Background: an optimization exercise with open tools, aiming at small area. Do not read the settings as production practice.
Only simulation tests tie the RTL to the original design; equivalence was not proved.
Power is estimated from default activity; no workload was simulated.

## lagoon
// dxl_framer
module dxl_framer (
    input  wire        clk,
    input  wire        rst,
    input  wire        tick,
    input  wire        start,
    input  wire        open_ok,
    input  wire        acc_valid,
    input  wire [31:0] acc_data,
    input  wire        vel_valid,
    input  wire [31:0] vel_data,
    input  wire        pos_valid,
    input  wire [31:0] pos_data,
    output wire        tx_valid,
    output reg  [7:0]  tx_data,
    output wire        tx_last,
    input  wire        tx_ready,
    input  wire        tx_done,
    input  wire        tx_fail,
    output wire        configured,
    output wire        halted,
    output wire        busy,
    output wire        rpt_valid,
    output wire [1:0]  rpt_code,
    output wire [2:0]  rpt_step
);
==> flow/config.mk <==
export PLATFORM = sky130hd
export DESIGN_NAME = dxl_framer
export DESIGN_NICKNAME = dxl_framer
export VERILOG_FILES = /design/flow/design.v
export SDC_FILE = /design/flow/constraint.sdc
export NUM_CORES = 4
export LEC_CHECK = 0
export CAP_MARGIN = 20
export CORE_MARGIN = 2
export CORE_UTILIZATION = 72
export SLEW_MARGIN = 20
==> flow/constraint.sdc <==
create_clock -name core_clock -period 10.0 [get_ports {clk}]
set_input_delay 2.0000 -clock core_clock [delete_from_list [all_inputs] [get_ports {clk}]]
set_output_delay 2.0000 -clock core_clock [all_outputs]
set_load 0.01 [all_outputs]
standard.sh (not shown) runs the stock make flow with config.mk's settings and CLKGATE_MAP_FILE= SYNTH_SCRIPT=/design/flow/synth_recipe.tcl, a recipe that flattens the netlist after the stock synthesis.
==> flow/flow/run.sh <==
#!/bin/bash
# Own layout flow:
#  3. the standard layout (standard.sh) of that netlist, with buf_1
#     port buffers and a clock tree of small clusters of clkbuf_4.
# Each tool's output is in its own log file in this folder.
set -euo pipefail
W=$(pwd)
P=$FLOW_PLATFORM

bash standard.sh synth > synth_ref.log 2>&1
mv orfs orfs_ref
cp orfs_ref/results/$P/dxl_framer/base/1_2_yosys.v ref_synth.v

ffs() { grep -E '^\s*sky130_fd_sc_hd__\S*df\S*\s' "$1" | awk '{print $1, $2}' | sort; }
area() { grep 'Chip area' "$1" | awk '{print $NF}'; }

NETLIST=$W/ref_synth.v
BEST=$(area orfs_ref/reports/$P/dxl_framer/base/synth_stat.txt)
echo "reference: $BEST" > netlist_choice.log
for S in flow/abc_*.abc; do
  N=$(basename $S .abc)
  if MY_ABC_SCRIPT=$W/$S make -C "$FLOW_HOME" DESIGN_CONFIG=$W/config.mk \
      WORK_HOME=$W/orfs_syn_$N CLKGATE_MAP_FILE= SYNTH_SCRIPT=$W/flow/my_synth.tcl synth \
      > synth_$N.log 2>&1; then
    A=$(area orfs_syn_$N/reports/$P/dxl_framer/base/synth_stat.txt)
    cp orfs_syn_$N/results/$P/dxl_framer/base/1_2_yosys.v synth_$N.v
    if cmp -s <(ffs ref_synth.v) <(ffs synth_$N.v); then
      echo "$N: $A" >> netlist_choice.log
      if awk -v a="$A" -v b="$BEST" 'BEGIN { exit !(a < b) }'; then
        BEST=$A; NETLIST=$W/synth_$N.v
      fi
    else
      echo "$N: $A (flip-flops differ, not used)" >> netlist_choice.log
    fi
  else
    echo "$N: synthesis failed" >> netlist_choice.log
  fi
done
echo "using $NETLIST ($BEST)" >> netlist_choice.log

export SYNTH_NETLIST_FILES=$NETLIST
export BUFFER_PORTS_ARGS="-buffer_cell sky130_fd_sc_hd__buf_1"
export CTS_ARGS="-sink_clustering_enable -repair_clock_nets -buf_list sky130_fd_sc_hd__clkbuf_4 -sink_clustering_size 10 -sink_clustering_max_diameter 40 -dont_use_dummy_load"
bash standard.sh > standard_flow.log 2>&1
==> flow/flow/abc_f.abc <==
&get -n
&st
&deepsyn -T 20
&nf -R 1000
&put
==> flow/flow/abc_g.abc <==
&get -n
&st
&deepsyn -T 60
&nf -R 1000
&put
Other scripts of this flow, unchanged in this note and not shown: flow/flow/abc_a.abc, flow/flow/abc_b.abc, flow/flow/abc_c.abc, flow/flow/abc_d.abc, flow/flow/abc_e.abc, flow/flow/my_synth.tcl
lagoon finished every step from synthesis to the final layout, and the layout passed the timing, DRC and antenna checks.
#### Input delta (onyx over lagoon)
- CORE_UTILIZATION changed from 72 to 60
removed: flow/flow/abc_f.abc
removed: flow/flow/abc_g.abc
==> comparison <==
Compared with lagoon, in onyx total clock buffers created by CTS higher, maximum fanout count along the critical path higher, die area higher, cell area higher, total leakage power higher. In the reports for onyx and lagoon, the smaller global-route usage belongs to onyx. In onyx relative to lagoon, post-detailed-routing wire length had gone up by a few percent. The part of the power in the clock network of onyx falls short of that of lagoon by 0.4 points. Diff lagoon -> onyx | worst-case setup margin in the final layout | decrease of 0.10 ns. Going from lagoon to onyx, the critical path depth was found to have gone up by 2. onyx ends up with higher power than lagoon does.
diff inputs: onyx => tundra
- CORE_UTILIZATION: 60 -> 76
==> flow/flow/abc_f.abc (new file) <==
&get -n
&st
&deepsyn -T 20
&nf -R 1000
&put
==> flow/flow/abc_g.abc (new file) <==
&get -n
&st
&deepsyn -T 60
&nf -R 1000
&put
==> run summary <==
tundra: PASS, flow complete, no timing, DRC or antenna violations
In tundra, buffer and inverter count on the worst path is lower than in onyx.
Synthesis-to-layout area growth ends up lower on tundra.
tundra vs. onyx: met3 layer usage reported by global route went up by 3.1 points.
tundra vs. onyx: worst-case setup slack after placement went up by 0.47 ns.
Compared with onyx, tundra shows a higher first-iteration detailed-routing DRC count.
On setup slack: tundra sits above onyx.
Comparing the two runs side by side, tundra comes out ahead of onyx on die area.
tundra ended up with a lower sum of internal, switching and leakage power than onyx did.
Compare onyx and tundra | clock buffer instance count of the final layout lower: tundra
Compared to onyx, tundra has antenna cell count 1 lower.
For quartz, these inputs were changed with respect to tundra:
- CORE_UTILIZATION now 72, was 76
-- flow/flow/run.sh --
<<< tundra, line 42
export BUFFER_PORTS_ARGS="-buffer_cell sky130_fd_sc_hd__buf_1"
export CTS_ARGS="-sink_clustering_enable -repair_clock_nets -buf_list sky130_fd_sc_hd__clkbuf_4 -sink_clustering_size 10 -sink_clustering_max_diameter 40 -dont_use_dummy_load"
bash standard.sh > standard_flow.log 2>&1
>>> quartz, line 42
export BUFFER_PORTS_ARGS="-buffer_cell sky130_fd_sc_hd__buf_1"
export CTS_ARGS="-sink_clustering_enable -repair_clock_nets -buf_list sky130_fd_sc_hd__clkbuf_4 -sink_clustering_size 12 -sink_clustering_max_diameter 30 -dont_use_dummy_load"
bash standard.sh > standard_flow.log 2>&1
==> run summary <==
The net switching share of the total power number comes out higher for tundra vs quartz.
Diff tundra -> quartz: total wire length after detailed routing decreased by 8.9% relative to the old numbers, layout overhead on the synthesized area increased by 0.65 points relative to the old numbers.
After synthesis and placement, the instance count of quartz is above that of tundra.
Clock buffer count in the final layout (higher): quartz

---

Another version of the RTL of dxl_framer (not shown whole).
For scale: roughly 130 I/O pins.
export LEC_CHECK = 0
export CAP_MARGIN = 20
export CORE_MARGIN = 2
export CORE_UTILIZATION = 60
export CTS_BUF_LIST = sky130_fd_sc_hd__clkbuf_4
export SLEW_MARGIN = 20
create_clock -name core_clock -period 10.0 [get_ports {clk}]
run.sh (not shown) runs the stock make flow with config.mk's settings and CLKGATE_MAP_FILE= SYNTH_SCRIPT=/design/flow/synth_recipe.tcl, a recipe that flattens the netlist after the stock synthesis.
Stock flow here: none of the scripts above is used.
Then changed:
==> flow/flow/run.sh (new file) <==
#!/bin/bash
# Own layout flow: the standard flow (standard.sh) with smaller port
# buffers and a clock tree of fewer, larger sink clusters.
set -euo pipefail
export BUFFER_PORTS_ARGS="-buffer_cell sky130_fd_sc_hd__buf_1"
export CTS_ARGS="-sink_clustering_enable -repair_clock_nets -buf_list sky130_fd_sc_hd__clkbuf_8 -sink_clustering_size 18 -sink_clustering_max_diameter 60 -dont_use_dummy_load"
bash standard.sh > standard_flow.log 2>&1
==> flow/standard.sh (new file) <==
#!/bin/bash
# synth_recipe.tcl (not shown) runs the flow's synth.tcl, then flattens the netlist and writes it again
# the make line also repeats each setting of config.mk as NAME=value (left out here)
make -C /OpenROAD-flow-scripts/flow DESIGN_CONFIG=/design/flow/config.mk WORK_HOME=/design/flow/orfs CLKGATE_MAP_FILE= SYNTH_SCRIPT=/design/flow/synth_recipe.tcl "${@:-finish}"
--- a/flow/config.mk
+++ b/flow/config.mk
@@ -10,3 +10,2 @@
 export CORE_UTILIZATION = 60
-export CTS_BUF_LIST = sky130_fd_sc_hd__clkbuf_4
 export SLEW_MARGIN = 20
removed: flow/run.sh
The changed run passed the timing, DRC and antenna checks. Core utilization decreases by 8.6 points. Sequential power barely changes. Setup slack is better by 0.54 ns.
Then changed:
==> flow/run.sh (new file) <==
#!/bin/bash
# synth_recipe.tcl (not shown) runs the flow's synth.tcl, then flattens the netlist and writes it again
# the make line also repeats each setting of config.mk as NAME=value (left out here)
make -C /OpenROAD-flow-scripts/flow DESIGN_CONFIG=/design/flow/config.mk WORK_HOME=/design/flow/orfs CLKGATE_MAP_FILE= SYNTH_SCRIPT=/design/flow/synth_recipe.tcl finish
--- a/flow/config.mk
+++ b/flow/config.mk
@@ -9,3 +9,3 @@
 export CORE_MARGIN = 2
-export CORE_UTILIZATION = 60
+export CORE_UTILIZATION = 40
 export SLEW_MARGIN = 20
removed: flow/flow/run.sh
removed: flow/standard.sh
The changed run completed with no timing, DRC or antenna violations.
Routed wire length increases by 13%.
Clock power increases by 110%.
Via count increases by 1.2%.
Then changed:
==> flow/flow/run.sh (new file) <==
#!/bin/bash
# Own layout flow: the standard flow (standard.sh) with smaller port
# buffers and a clock tree of fewer, larger sink clusters.
set -euo pipefail
export BUFFER_PORTS_ARGS="-buffer_cell sky130_fd_sc_hd__buf_1"
export CTS_ARGS="-sink_clustering_enable -repair_clock_nets -buf_list sky130_fd_sc_hd__clkbuf_16 -sink_clustering_size 30 -sink_clustering_max_diameter 100 -dont_use_dummy_load"
bash standard.sh > standard_flow.log 2>&1
==> flow/standard.sh (new file) <==
#!/bin/bash
# synth_recipe.tcl (not shown) runs the flow's synth.tcl, then flattens the netlist and writes it again
# the make line also repeats each setting of config.mk as NAME=value (left out here)
make -C /OpenROAD-flow-scripts/flow DESIGN_CONFIG=/design/flow/config.mk WORK_HOME=/design/flow/orfs CLKGATE_MAP_FILE= SYNTH_SCRIPT=/design/flow/synth_recipe.tcl "${@:-finish}"
--- a/flow/config.mk
+++ b/flow/config.mk
@@ -9,3 +9,3 @@
 export CORE_MARGIN = 2
-export CORE_UTILIZATION = 40
+export CORE_UTILIZATION = 60
 export SLEW_MARGIN = 20
removed: flow/run.sh
The new run completed without violations.
Clock-buffer cell count drops by 20.
Design area decreases by roughly a tenth.
Fmax climbs by a little under a tenth.
Then changed:
==> flow/flow/run.sh (replaced) <==
#!/bin/bash
# Own layout flow:
#  1. the standard synthesis (standard.sh synth), kept as ref_synth.v;
#  2. its combinational logic re-mapped by Yosys/ABC with an area script,
#     keeping every flip-flop instance (flow/resynth.ys, flow/resynth.abc);
#  3. the standard layout (standard.sh) of that netlist, with buf_1
#     port buffers and a clock tree of fewer, larger sink clusters.
set -euo pipefail
W=$(pwd)
LIB=$FLOW_HOME/platforms/sky130hd/lib/sky130_fd_sc_hd__tt_025C_1v80.lib

bash standard.sh synth > synth_ref.log 2>&1
cp orfs/results/$FLOW_PLATFORM/dxl_framer/base/1_2_yosys.v ref_synth.v
mv orfs orfs_ref

sed -e "s#@LIB@#$LIB#g" -e "s#@TOP@#$FLOW_TOP#g" -e "s#@ABC@#$W/flow/resynth.abc#g" \
  flow/resynth.ys > resynth_run.ys
yosys -q -l resynth.log resynth_run.ys > /dev/null 2>&1

export SYNTH_NETLIST_FILES=$W/resynth.v
export BUFFER_PORTS_ARGS="-buffer_cell sky130_fd_sc_hd__buf_1"
export CTS_ARGS="-sink_clustering_enable -repair_clock_nets -buf_list sky130_fd_sc_hd__clkbuf_8 -sink_clustering_size 18 -sink_clustering_max_diameter 60 -dont_use_dummy_load"
bash standard.sh > standard_flow.log 2>&1
==> flow/flow/resynth.abc (new file) <==
&get -n
&st
&dch
&nf -R 1000
&put
strash
dch -f
map -a
&get -n
&st
&dch
&nf -R 1000
&put
==> flow/flow/resynth.ys (new file) <==
# Re-map the combinational logic of the standard synthesis netlist
# (ref_synth.v) with an area-oriented ABC script. The flip-flops are kept
# as the standard synthesis made them: same instances, names and cells.
read_liberty -ignore_miss_func @LIB@
read_verilog ref_synth.v
hierarchy -top @TOP@
blackbox sky130_fd_sc_hd__*df*
flatten
opt -purge
abc -liberty @LIB@ -dont_use sky130_fd_sc_hd__lpflow_* -dont_use sky130_fd_sc_hd__probe* -script @ABC@
opt_clean -purge
hilomap -singleton -hicell sky130_fd_sc_hd__conb_1 HI -locell sky130_fd_sc_hd__conb_1 LO
insbuf -buf sky130_fd_sc_hd__buf_4 A X
rename -hide w:*.*
opt_clean -purge
hierarchy -top @TOP@
tee -o resynth_stat.txt stat -liberty @LIB@
write_verilog -noexpr -noattr -nohex -nodec resynth.v
Result: Design area fell by about 3.7%. Power fell by 3.2%. Global-route usage rose by 1.1 points.

-- static timing again, ports no longer ideal --
The results above use ideal ports. As a check the final layouts listed here were re-extracted and re-timed, cells and wires unchanged. Step 1 sets driving cells, clkbuf_16 on the clock port and buf_2 on the other inputs (assumed; they add their load-dependent delay and slew). Step 2 adds t to the input delays and takes it off the output delays; t is the mean of the earliest and latest rising clock arrival at the registers after step 1. Input paths then give back, and output paths get back, about the clock's delay inside the block. a / b / c = ideal / step 1 / step 2; a / b = the first two.
run	t, ns	setup WS [ns]	latest minus earliest clock arrival (ns)	pins driven straight from the clock port
lagoon	0.636	4.624 / 4.591 / 5.227	0.047 / 0.048	1
onyx	0.647	4.522 / 4.485 / 5.133	0.071 / 0.071	1
tundra	0.633	4.805 / 4.771 / 5.404	0.088 / 0.087	1
quartz	0.574	4.680 / 4.646 / 5.220	0.071 / 0.070	1
the first run of note 2	0.690	4.002 / 3.965 / 4.655	0.034 / 0.034	1
the second run of note 2	0.520	4.541 / 4.503 / 5.022	0.081 / 0.081	1
the third run of note 2	0.571	4.070 / 4.025 / 4.596	0.012 / 0.013	1
the fourth run of note 2	0.507	4.501 / 4.459 / 4.966	0.037 / 0.036	1
the fifth run of note 2	0.528	4.585 / 4.548 / 5.076	0.044 / 0.044	1
After both steps every run listed still meets setup and hold.
